Background: an optimization exercise with open tools, aiming at small area. Do not read the settings as production practice.
In this exercise RTL edits were held to simulation tests only and were not proved equivalent to the original.
No activity file was given, so power comes from the tool's default toggle rates.

==> flow/design.v <==
module ddsblk (
    input  wire        clk,
    input  wire        reset,       
    input  wire        req_valid,
    input  wire [31:0] req_freq,    
    input  wire [63:0] req_phase,   
    output wire        ready,
    input  wire        busy,
    output wire        tx_valid,
    output reg  [7:0]  tx_data,
    output reg         tx_eof,
    output wire        bus_wo,      
    output wire [2:0]  cs,
    output wire        dds_rst,
    output wire        dds_sleep,
    output wire        bufsel
);
    localparam [20:0] FDIV = 21'd1171875;         
    localparam [21:0] FADD = 22'd585937;          
    localparam [64:0] PDIV = 65'h1921fb54442d18469;  
    reg        ini;
    reg  [4:0] cnt;
    reg        prg;         
    reg        abuf;        
    reg [26:0] cf;          
    reg [62:0] cp;          
    wire idle = !ini && cnt == 5'd0;
    wire load = idle && req_valid;
    wire same_cur  = req_freq[26:0] == cf && req_phase[62:0] == cp;
    wire same_zero = req_freq[26:0] == 27'd0 && req_phase[62:0] == 63'd0;
    wire noop = prg ? same_cur : same_zero;
    wire [26:0] cf_d = load ? req_freq[26:0] : cf;
    wire [62:0] cp_d = load ? req_phase[62:0] : cp;
    always @(posedge clk) begin
        cf <= cf_d;
        cp <= cp_d;
    end
    always @(posedge clk) begin
        if (reset) begin
            ini  <= 1'b1;
            cnt  <= 5'd0;
            prg  <= 1'b0;
            abuf <= 1'b0;
        end else if (ini) begin
            if (cnt == 5'd24) begin
                ini <= 1'b0;
                cnt <= 5'd0;
            end else begin
                cnt <= cnt + 5'd1;
            end
        end else begin
            if (cnt == 5'd0) begin
                if (req_valid && !noop) cnt <= 5'd1;
            end else if (cnt == 5'd14 || cnt == 5'd15) begin
                cnt <= busy ? 5'd15 : 5'd16;
            end else if (cnt == 5'd24) begin
                cnt  <= 5'd0;
                abuf <= !abuf;
            end else begin
                cnt <= cnt + 5'd1;
            end
            if (cnt == 5'd2) prg <= 1'b1;
        end
    end
    wire cs_hi = ini ? (cnt == 5'd0)
                     : (cnt == 5'd0 || cnt == 5'd1 || cnt == 5'd16 || cnt == 5'd17);
    assign cs       = {3{cs_hi}};
    assign ready    = idle;
    assign bus_wo   = !ini && cnt >= 5'd4 && cnt <= 5'd16;
    assign tx_valid = ini ? (cnt == 5'd2 || cnt == 5'd3 || (cnt >= 5'd5 && cnt <= 5'd18))
                          : (cnt >= 5'd9 && cnt <= 5'd14);
    assign dds_rst  = ini ? ((cnt >= 5'd4 && cnt <= 5'd18) || cnt == 5'd24)
                          : (!prg || (cnt >= 5'd3 && cnt <= 5'd19));
    assign dds_sleep = ini ? (cnt == 5'd24) : !prg;
    assign bufsel   = abuf ^ (!ini && cnt >= 5'd19);
    reg  [64:0] ps;
    reg  [12:0] pq;
    reg         pg;         
    wire [10:0] pe    = cp_d[62:52];
    wire [11:0] pe_k  = {1'b0, pe} + {7'b0, cnt};
    wire        gate  = pe_k >= 12'd1025;
    wire [64:0] ps_in = (pg && !idle) ? ps : {1'b0, 1'b1, cp_d[51:0], 11'd0};
    wire [65:0] pt    = {ps_in, 1'b0};
    wire [66:0] pdif  = {1'b0, pt} - {2'b0, PDIV};
    wire        pbit  = !pdif[66];
    wire        pnew  = pbit && gate;
    always @(posedge clk) begin
        ps <= pbit ? pdif[64:0] : pt[64:0];
        pq <= {pq[11:0], pnew};
        pg <= gate;
    end
    wire [12:0] q4 = {pq[11:0], pnew};
    wire [3:0]  pw_hi = q4[12:9] + {3'd0, &q4[8:0]};
    wire [7:0]  pw_lo = pq[8:1] + {7'd0, pq[0]};
    reg  [20:0] fr;
    reg  [17:0] fq;
    reg  [2:0]  fbits;
    always @(*) begin
        case (cnt)
            5'd3:    fbits = cf[7:5];
            5'd4:    fbits = cf[4:2];
            5'd5:    fbits = {cf[1:0], FADD[21]};
            5'd6:    fbits = FADD[20:18];
            5'd7:    fbits = FADD[17:15];
            5'd8:    fbits = FADD[14:12];
            5'd9:    fbits = FADD[11:9];
            5'd10:   fbits = FADD[8:6];
            5'd11:   fbits = FADD[5:3];
            default: fbits = FADD[2:0];
        endcase
    end
    reg  [20:0] fr_w;
    reg  [2:0]  fnib;
    reg  [22:0] ft;
    integer i;
    always @(*) begin
        fr_w = (cnt == 5'd3) ? {2'b00, cf[26:8]} : fr;
        for (i = 2; i >= 0; i = i - 1) begin
            ft = {1'b0, fr_w, fbits[i]} - {2'b0, FDIV};
            fnib[i] = !ft[22];
            fr_w = fnib[i] ? ft[20:0] : {fr_w[19:0], fbits[i]};
        end
    end
    always @(posedge clk) begin
        fr <= fr_w;
        fq <= {fq[14:0], fnib};
    end
    wire t = !abuf;
    always @(*) begin
        tx_data = 8'h00;
        tx_eof  = 1'b0;
        if (ini) begin
            case (cnt)
                5'd2, 5'd17: tx_data = 8'h23;
                5'd5:        tx_data = 8'h40;
                5'd9:        tx_data = 8'hC0;
                5'd11:       tx_data = 8'h80;
                5'd15:       tx_data = 8'hE0;
                default:     tx_data = 8'h00;
            endcase
            tx_eof = (cnt == 5'd3) || (cnt >= 5'd5 && !cnt[0]);
        end else begin
            case (cnt)
                5'd9:    tx_data = {t, !t, 2'b00, fq[15:12]};
                5'd10:   tx_data = fq[14:7];
                5'd11:   tx_data = fq[9:2];
                5'd12:   tx_data = {fq[4:0], fnib};
                5'd13:   tx_data = {2'b11, t, 1'b0, pw_hi};
                default: tx_data = pw_lo;
            endcase
            tx_eof = !cnt[0];
        end
    end
endmodule
==> flow/config.mk <==
export PLATFORM = sky130hd
export DESIGN_NAME = ddsblk
export DESIGN_NICKNAME = ddsblk
export VERILOG_FILES = /design/flow/design.v
export SDC_FILE = /design/flow/constraint.sdc
export NUM_CORES = 4
export LEC_CHECK = 0
export CAP_MARGIN = 20
export CORE_MARGIN = 2
export CORE_UTILIZATION = 40
export SLEW_MARGIN = 20
==> flow/constraint.sdc <==
create_clock -name core_clock -period 70.0 [get_ports {clk}]
set_input_delay 14.0000 -clock core_clock [delete_from_list [all_inputs] [get_ports {clk}]]
set_output_delay 14.0000 -clock core_clock [all_outputs]
set_load 0.01 [all_outputs]
standard.sh (not shown) runs the stock make flow with config.mk's settings and CLKGATE_MAP_FILE= SYNTH_SCRIPT=/design/flow/synth_recipe.tcl, a recipe that flattens the netlist after the stock synthesis.
==> flow/flow/run.sh <==
#!/bin/bash
# Own layout flow: the standard flow (standard.sh), with
#  - synthesis: the standard flow's script, but logic mapped by an area-oriented ABC script
#    (no buffering or upsizing) and no full-adder extraction;
#  - port buffers of buf_1 instead of the default buffer;
#  - CTS without dummy loads, with clkbuf_8 buffers.
set -euo pipefail
W=$(pwd)
F=$W/flow
{ head -n 1 "$W/synth_recipe.tcl"; cat "$F/abc_override.tcl"; tail -n +2 "$W/synth_recipe.tcl"; } > "$W/own_synth.tcl"
export OWN_ABC_SCRIPT="$F/abc_area.script"
export OWN_ABC_D=$(awk -v p="$FLOW_PERIOD_NS" 'BEGIN { printf "%d", p * 1000 }')
bash "$W/standard.sh" \
  SYNTH_SCRIPT="$W/own_synth.tcl" \
  ADDER_MAP_FILE= \
  "BUFFER_PORTS_ARGS=-buffer_cell sky130_fd_sc_hd__buf_1" \
  "CTS_ARGS=-sink_clustering_enable -repair_clock_nets -dont_use_dummy_load -buf_list sky130_fd_sc_hd__clkbuf_8 -sink_clustering_size 16 -sink_clustering_max_diameter 80" \
  finish > "$W/flow.log" 2>&1
==> flow/flow/abc_area.script <==
strash
&get -n
&fraig -x
&put
dc2
strash
&get -n
&dch -f
&nf -R 1000 {D}
&put
==> flow/flow/abc_override.tcl <==
# Map logic with an area-oriented ABC script and the real clock period (in ps) as
# the delay target; register mapping and everything else stay the standard flow's.
proc abc {args} {
  set i [lsearch -exact $args -script]
  if {$i >= 0} { set args [lreplace $args $i [expr {$i + 1}]] }
  set j [lsearch -exact $args -D]
  if {$j >= 0} { set args [lreplace $args $j [expr {$j + 1}]] }
  yosys abc -script $::env(OWN_ABC_SCRIPT) -D $::env(OWN_ABC_D) {*}$args
}
The baseline finished with timing, DRC and antenna clean.
Edit:
==> flow/flow/abc_area.script (replaced) <==
strash
&get -n
&fraig -x
&put
dc2
dc2
strash
dch -f
amap -F 4 -A 10
topo
- CORE_UTILIZATION: 40 -> 65
Via count is higher by 12%.
Clock power is lower by about 0.8%.
Global-route usage is higher by 14 points.
Hold slack is about the same.
Clock-buffer cell count does not change.
Worst setup slack gets better by 0.49 ns.
Wire length stays flat.

## pepper
RTL: the design.v shown in full above, as it stands there.
export LEC_CHECK = 0
export CAP_MARGIN = 20
export CORE_MARGIN = 2
export CORE_UTILIZATION = 40
export SLEW_MARGIN = 20
create_clock -name core_clock -period 70.0 [get_ports {clk}]
==> flow/flow/run.sh <==
#!/bin/bash
# Own layout flow: the standard flow (standard.sh), with
#  - synthesis: the standard flow's script, but logic mapped by an area-oriented ABC script
#    (no buffering or upsizing) and no full-adder extraction;
#  - port buffers of buf_1 instead of the default buffer;
#  - CTS without dummy loads, with clkbuf_8 buffers.
set -euo pipefail
W=$(pwd)
F=$W/flow
{ head -n 1 "$W/synth_recipe.tcl"; cat "$F/abc_override.tcl"; tail -n +2 "$W/synth_recipe.tcl"; } > "$W/own_synth.tcl"
export OWN_ABC_SCRIPT="$F/abc_area.script"
export OWN_ABC_D=$(awk -v p="$FLOW_PERIOD_NS" 'BEGIN { printf "%d", p * 1000 }')
bash "$W/standard.sh" \
  SYNTH_SCRIPT="$W/own_synth.tcl" \
  ADDER_MAP_FILE= \
  "BUFFER_PORTS_ARGS=-buffer_cell sky130_fd_sc_hd__buf_1" \
  "CTS_ARGS=-sink_clustering_enable -repair_clock_nets -dont_use_dummy_load -buf_list sky130_fd_sc_hd__clkbuf_16 -sink_clustering_size 30 -sink_clustering_max_diameter 150" \
  finish > "$W/flow.log" 2>&1
==> flow/flow/abc_area.script <==
strash
&get -n
&fraig -x
&put
dc2
strash
&get -n
&dch -f
&nf -R 1000 {D}
&put
Scripts as last shown in full above: flow/flow/abc_override.tcl
Inputs modified between pepper and indigo:
Settings: a change of CORE_UTILIZATION from 40 to 60; an added CTS_BUF_LIST of sky130_fd_sc_hd__clkbuf_4; an added CTS_CLUSTER_SIZE of 30.
==> flow/run.sh (new file) <==
#!/bin/bash
# synth_recipe.tcl (not shown) runs the flow's synth.tcl, then flattens the netlist and writes it again
# the make line also repeats each setting of config.mk as NAME=value (left out here)
make -C /OpenROAD-flow-scripts/flow DESIGN_CONFIG=/design/flow/config.mk WORK_HOME=/design/flow/orfs CLKGATE_MAP_FILE= SYNTH_SCRIPT=/design/flow/synth_recipe.tcl finish
removed: flow/flow/run.sh
removed: flow/flow/abc_area.script
removed: flow/flow/abc_override.tcl
removed: flow/standard.sh
[summary]
indigo finished every step from synthesis to the final layout, and the layout passed the timing, DRC and antenna checks.
Diff pepper -> indigo: share of power burned in the clock network +1.9 points; power density over the cells +21%; amount of wire on met3 after detailed routing +110%; pin count of the biggest net entering global routing -1.4%; slew at the pin closest to its max-slew limit +0.048 ns.
In indigo, the worst hold slack came out 0.017 ns below the value in pepper.
indigo vs pepper — number of global-route vias before repair rose 2980.
## Diff of input files: sierra against indigo
Settings: removing CTS_CLUSTER_SIZE (formerly 30); changing CORE_UTILIZATION from 60 to 40; removing CTS_BUF_LIST (formerly sky130_fd_sc_hd__clkbuf_4).
==> flow/flow/run.sh (new file) <==
#!/bin/bash
# Own layout flow: the standard flow (standard.sh), with
#  - synthesis: the standard flow's script, but logic mapped by an area-oriented ABC script
#    (no buffering or upsizing) and no full-adder extraction;
#  - port buffers of buf_1 instead of the default buffer;
#  - CTS without dummy loads, with clkbuf_8 buffers.
set -euo pipefail
W=$(pwd)
F=$W/flow
{ head -n 1 "$W/synth_recipe.tcl"; cat "$F/abc_override.tcl"; tail -n +2 "$W/synth_recipe.tcl"; } > "$W/own_synth.tcl"
export OWN_ABC_SCRIPT="$F/abc_area.script"
export OWN_ABC_D=$(awk -v p="$FLOW_PERIOD_NS" 'BEGIN { printf "%d", p * 1000 }')
bash "$W/standard.sh" \
  SYNTH_SCRIPT="$W/own_synth.tcl" \
  ADDER_MAP_FILE= \
  "BUFFER_PORTS_ARGS=-buffer_cell sky130_fd_sc_hd__buf_1" \
  "CTS_ARGS=-sink_clustering_enable -repair_clock_nets -dont_use_dummy_load -buf_list sky130_fd_sc_hd__clkbuf_8" \
  finish > "$W/flow.log" 2>&1
==> flow/flow/abc_area.script (new file) <==
strash
&get -n
&fraig -x
&put
dc2
strash
&get -n
&dch -f
&nf -R 1000 {D}
&put
==> flow/flow/abc_override.tcl (new file) <==
# Map logic with an area-oriented ABC script and the real clock period (in ps) as
# the delay target; register mapping and everything else stay the standard flow's.
proc abc {args} {
  set i [lsearch -exact $args -script]
  if {$i >= 0} { set args [lreplace $args $i [expr {$i + 1}]] }
  set j [lsearch -exact $args -D]
  if {$j >= 0} { set args [lreplace $args $j [expr {$j + 1}]] }
  yosys abc -script $::env(OWN_ABC_SCRIPT) -D $::env(OWN_ABC_D) {*}$args
}
==> flow/standard.sh (new file) <==
#!/bin/bash
# synth_recipe.tcl (not shown) runs the flow's synth.tcl, then flattens the netlist and writes it again
# the make line also repeats each setting of config.mk as NAME=value (left out here)
make -C /OpenROAD-flow-scripts/flow DESIGN_CONFIG=/design/flow/config.mk WORK_HOME=/design/flow/orfs CLKGATE_MAP_FILE= SYNTH_SCRIPT=/design/flow/synth_recipe.tcl "${@:-finish}"
removed: flow/run.sh
Notes after the runs:
Final wirelength: sierra and indigo compared, lower one is sierra
Diff indigo -> sierra | die extent in y | increase of 11%
Compared with indigo, sierra shows a lower post-route non-filler standard cell count.
Fmax: sierra vs indigo up 1.7%
Run comparison: sierra top routing layer in use met4; indigo top routing layer in use met5
Count of filler cells inserted in the layout of sierra exceeds that of indigo by more than half.
Cmp sierra and indigo / net count of the finished layout / higher: indigo
Starting density of the core | sierra below indigo
Higher global-route wire length before repair was reported by indigo, not sierra.
sierra against indigo; worst vdd rail ir drop is down by more than a quarter.
#### Input delta (ember over sierra)
Settings: CORE_UTILIZATION changed from 40 to 60; CTS_BUF_LIST newly set to sky130_fd_sc_hd__clkbuf_8.
==> flow/run.sh (new file) <==
#!/bin/bash
# synth_recipe.tcl (not shown) runs the flow's synth.tcl, then flattens the netlist and writes it again
# the make line also repeats each setting of config.mk as NAME=value (left out here)
make -C /OpenROAD-flow-scripts/flow DESIGN_CONFIG=/design/flow/config.mk WORK_HOME=/design/flow/orfs CLKGATE_MAP_FILE= SYNTH_SCRIPT=/design/flow/synth_recipe.tcl finish
removed: flow/flow/run.sh
removed: flow/flow/abc_area.script
removed: flow/flow/abc_override.tcl
removed: flow/standard.sh
## What came out
- Power delta for ember relative to sierra: about 40% higher
- ember: PASS, flow complete, no timing, DRC or antenna violations
- H-tree depth: sierra vs ember identical
- Detail-routed via count per cell in ember is 14% above sierra.
- | cell area | ember vs sierra | 23% higher |
- The lower sequential cell area fraction in the yosys report of sierra and ember is in ember.
- Comparing sierra and ember, global routing usage on met3 is higher on ember.

ddsblk, a different RTL version from the one above (not shown whole).
Size: about 1300 cells after synthesis, roughly 210 flip-flops, ~120 I/O pins.
export LEC_CHECK = 0
export CAP_MARGIN = 20
export CORE_MARGIN = 2
export CORE_UTILIZATION = 65
export SLEW_MARGIN = 20
create_clock -name core_clock -period 70.0 [get_ports {clk}]
==> flow/flow/run.sh <==
#!/bin/bash
# Own layout flow: the standard flow (standard.sh) with three changes:
#  - synthesis runs the standard flow's script, but its abc call maps the logic with an
#    area-oriented ABC script (flow/abc_area.script) and the real clock period,
#    and the full-adder extraction is off (ADDER_MAP_FILE empty);
#  - port buffers are buf_1 cells;
#  - CTS uses clkbuf_8 clusters of at most 16 sinks and no dummy loads.
# Every tool's output goes to flow.log and ORFS's own logs under orfs/.
set -euo pipefail
W=$(pwd)
F=$W/flow
{ head -n 1 "$W/synth_recipe.tcl"; cat "$F/abc_override.tcl"; tail -n +2 "$W/synth_recipe.tcl"; } > "$W/own_synth.tcl"
export OWN_ABC_SCRIPT="$F/abc_area.script"
export OWN_ABC_D=$(awk -v p="$FLOW_PERIOD_NS" 'BEGIN { printf "%d", p * 1000 }')
bash "$W/standard.sh" \
  SYNTH_SCRIPT="$W/own_synth.tcl" \
  ADDER_MAP_FILE= \
  "BUFFER_PORTS_ARGS=-buffer_cell sky130_fd_sc_hd__buf_1" \
  "CTS_ARGS=-sink_clustering_enable -repair_clock_nets -dont_use_dummy_load -buf_list sky130_fd_sc_hd__clkbuf_8 -sink_clustering_size 16 -sink_clustering_max_diameter 80" \
  finish > "$W/flow.log" 2>&1
==> flow/flow/abc_area.script <==
strash
&get -n
&fraig -x
&put
dc2
dc2
strash
rewrite -z
refactor -z
resub -z
dch -f
amap -F 4 -A 10
topo
strash
rewrite -z
refactor -z
resub -z
dch -f
amap -F 4 -A 10
topo
strash
rewrite -z
refactor -z
resub -z
dch -f
amap -F 4 -A 10
topo
strash
rewrite -z
refactor -z
resub -z
dch -f
amap -F 4 -A 10
topo
strash
rewrite -z
refactor -z
resub -z
dch -f
amap -F 4 -A 10
topo
==> flow/flow/abc_override.tcl <==
# Map logic with an area-oriented ABC script and the real clock period (in ps) as
# the delay target; register mapping and everything else stay the standard flow's.
proc abc {args} {
  set i [lsearch -exact $args -script]
  if {$i >= 0} { set args [lreplace $args $i [expr {$i + 1}]] }
  set j [lsearch -exact $args -D]
  if {$j >= 0} { set args [lreplace $args $j [expr {$j + 1}]] }
  yosys abc -script $::env(OWN_ABC_SCRIPT) -D $::env(OWN_ABC_D) {*}$args
}
The starting point finished with timing, DRC and antenna clean.
Next try:
==> flow/flow/abc_area.script (replaced) <==
strash
&get -n
&fraig -x
&put
dc2
dc2
strash
dch -f
amap -F 4 -A 10
topo
Outcome: The new run went through all stages and came out clean; synthesized area goes up by 4.1%; design area climbs by 4.2%; hold slack is about the same; first-iteration DRC count went down by 7.1%; worst setup slack is better by 0.96 ns.
Next try:
--- a/flow/flow/run.sh
+++ b/flow/flow/run.sh
@@ -7 +7 @@
-#  - CTS uses clkbuf_8 clusters of at most 16 sinks and no dummy loads.
+#  - CTS uses clkbuf_4 clusters of at most 8 sinks and no dummy loads.
@@ -19 +19 @@
-  "CTS_ARGS=-sink_clustering_enable -repair_clock_nets -dont_use_dummy_load -buf_list sky130_fd_sc_hd__clkbuf_8 -sink_clustering_size 16 -sink_clustering_max_diameter 80" \
+  "CTS_ARGS=-sink_clustering_enable -repair_clock_nets -dont_use_dummy_load -buf_list sky130_fd_sc_hd__clkbuf_4 -sink_clustering_size 8 -sink_clustering_max_diameter 60" \
==> flow/flow/abc_area.script (replaced) <==
strash
&get -n
&fraig -x
&put
dc2
dc2
strash
rewrite -z
refactor -z
resub -z
dch -f
amap -F 4 -A 10
topo
strash
rewrite -z
refactor -z
resub -z
dch -f
amap -F 4 -A 10
topo
strash
rewrite -z
refactor -z
resub -z
dch -f
amap -F 4 -A 10
topo
strash
rewrite -z
refactor -z
resub -z
dch -f
amap -F 4 -A 10
topo
strash
rewrite -z
refactor -z
resub -z
dch -f
amap -F 4 -A 10
topo
The new run finished with timing, DRC and antenna clean.
Non-clock buffer count drops by 1.
Die area drops by a few percent.
Setup slack got worse by 0.98 ns.
Synthesized cell count drops by a few percent.
Global-route usage climbs by 3.6 points.
Total power climbs by well over a third.
Maximum frequency drops by a few percent.
Wire length climbs by a few percent.
Final area drops by a few percent.
Via count drops by a few percent.
First-iteration DRC count climbs by a little under a tenth.

## static timing again, ports no longer ideal
How much do the figures lean on ideal ports? The routed layouts below were timed once more, with nothing changed but the port constraints. Step 1: set_driving_cell puts a clkbuf_16 on clk and a buf_2 on each other input, an assumption about the parent block. Step 2 adds t to the input delays and takes it off the output delays; t is the mean of the earliest and latest rising clock arrival at the registers after step 1. Input paths then give back, and output paths get back, about the clock's delay inside the block. Three values: ideal, step 1, step 2; two values: the first two.
run | t, ns | slack for setup (ns) | latest minus earliest clock arrival (ns) | worst register clock-pin slew, ns | worst data-port slew with drivers (ns)
the first run of note 1 | 0.543 | 35.843 / 35.814 / 35.814 | 0.042 / 0.042 | 0.11 / 0.11 | 0.07
the second run of note 1 | 0.552 | 36.331 / 36.310 / 36.310 | 0.035 / 0.035 | 0.10 / 0.10 | 0.06
pepper | 0.493 | 35.827 / 35.801 / 35.801 | 0.093 / 0.092 | 0.12 / 0.12 | 0.07
indigo | 0.762 | 35.250 / 35.227 / 35.227 | 0.060 / 0.059 | 0.08 / 0.08 | 0.04
sierra | 0.551 | 35.817 / 35.788 / 35.788 | 0.066 / 0.066 | 0.06 / 0.06 | 0.07
ember | 0.602 | 35.212 / 35.189 / 35.189 | 0.024 / 0.024 | 0.07 / 0.07 | 0.04
the first run of note 3 | 0.543 | 30.336 / 30.309 / 30.309 | 0.054 / 0.054 | 0.11 / 0.11 | 0.07
the second run of note 3 | 0.539 | 31.301 / 31.275 / 31.275 | 0.053 / 0.054 | 0.11 / 0.11 | 0.07
the third run of note 3 | 0.713 | 30.324 / 30.298 / 30.298 | 0.054 / 0.054 | 0.10 / 0.10 | 0.06
After both steps setup and hold are still met in every run listed.
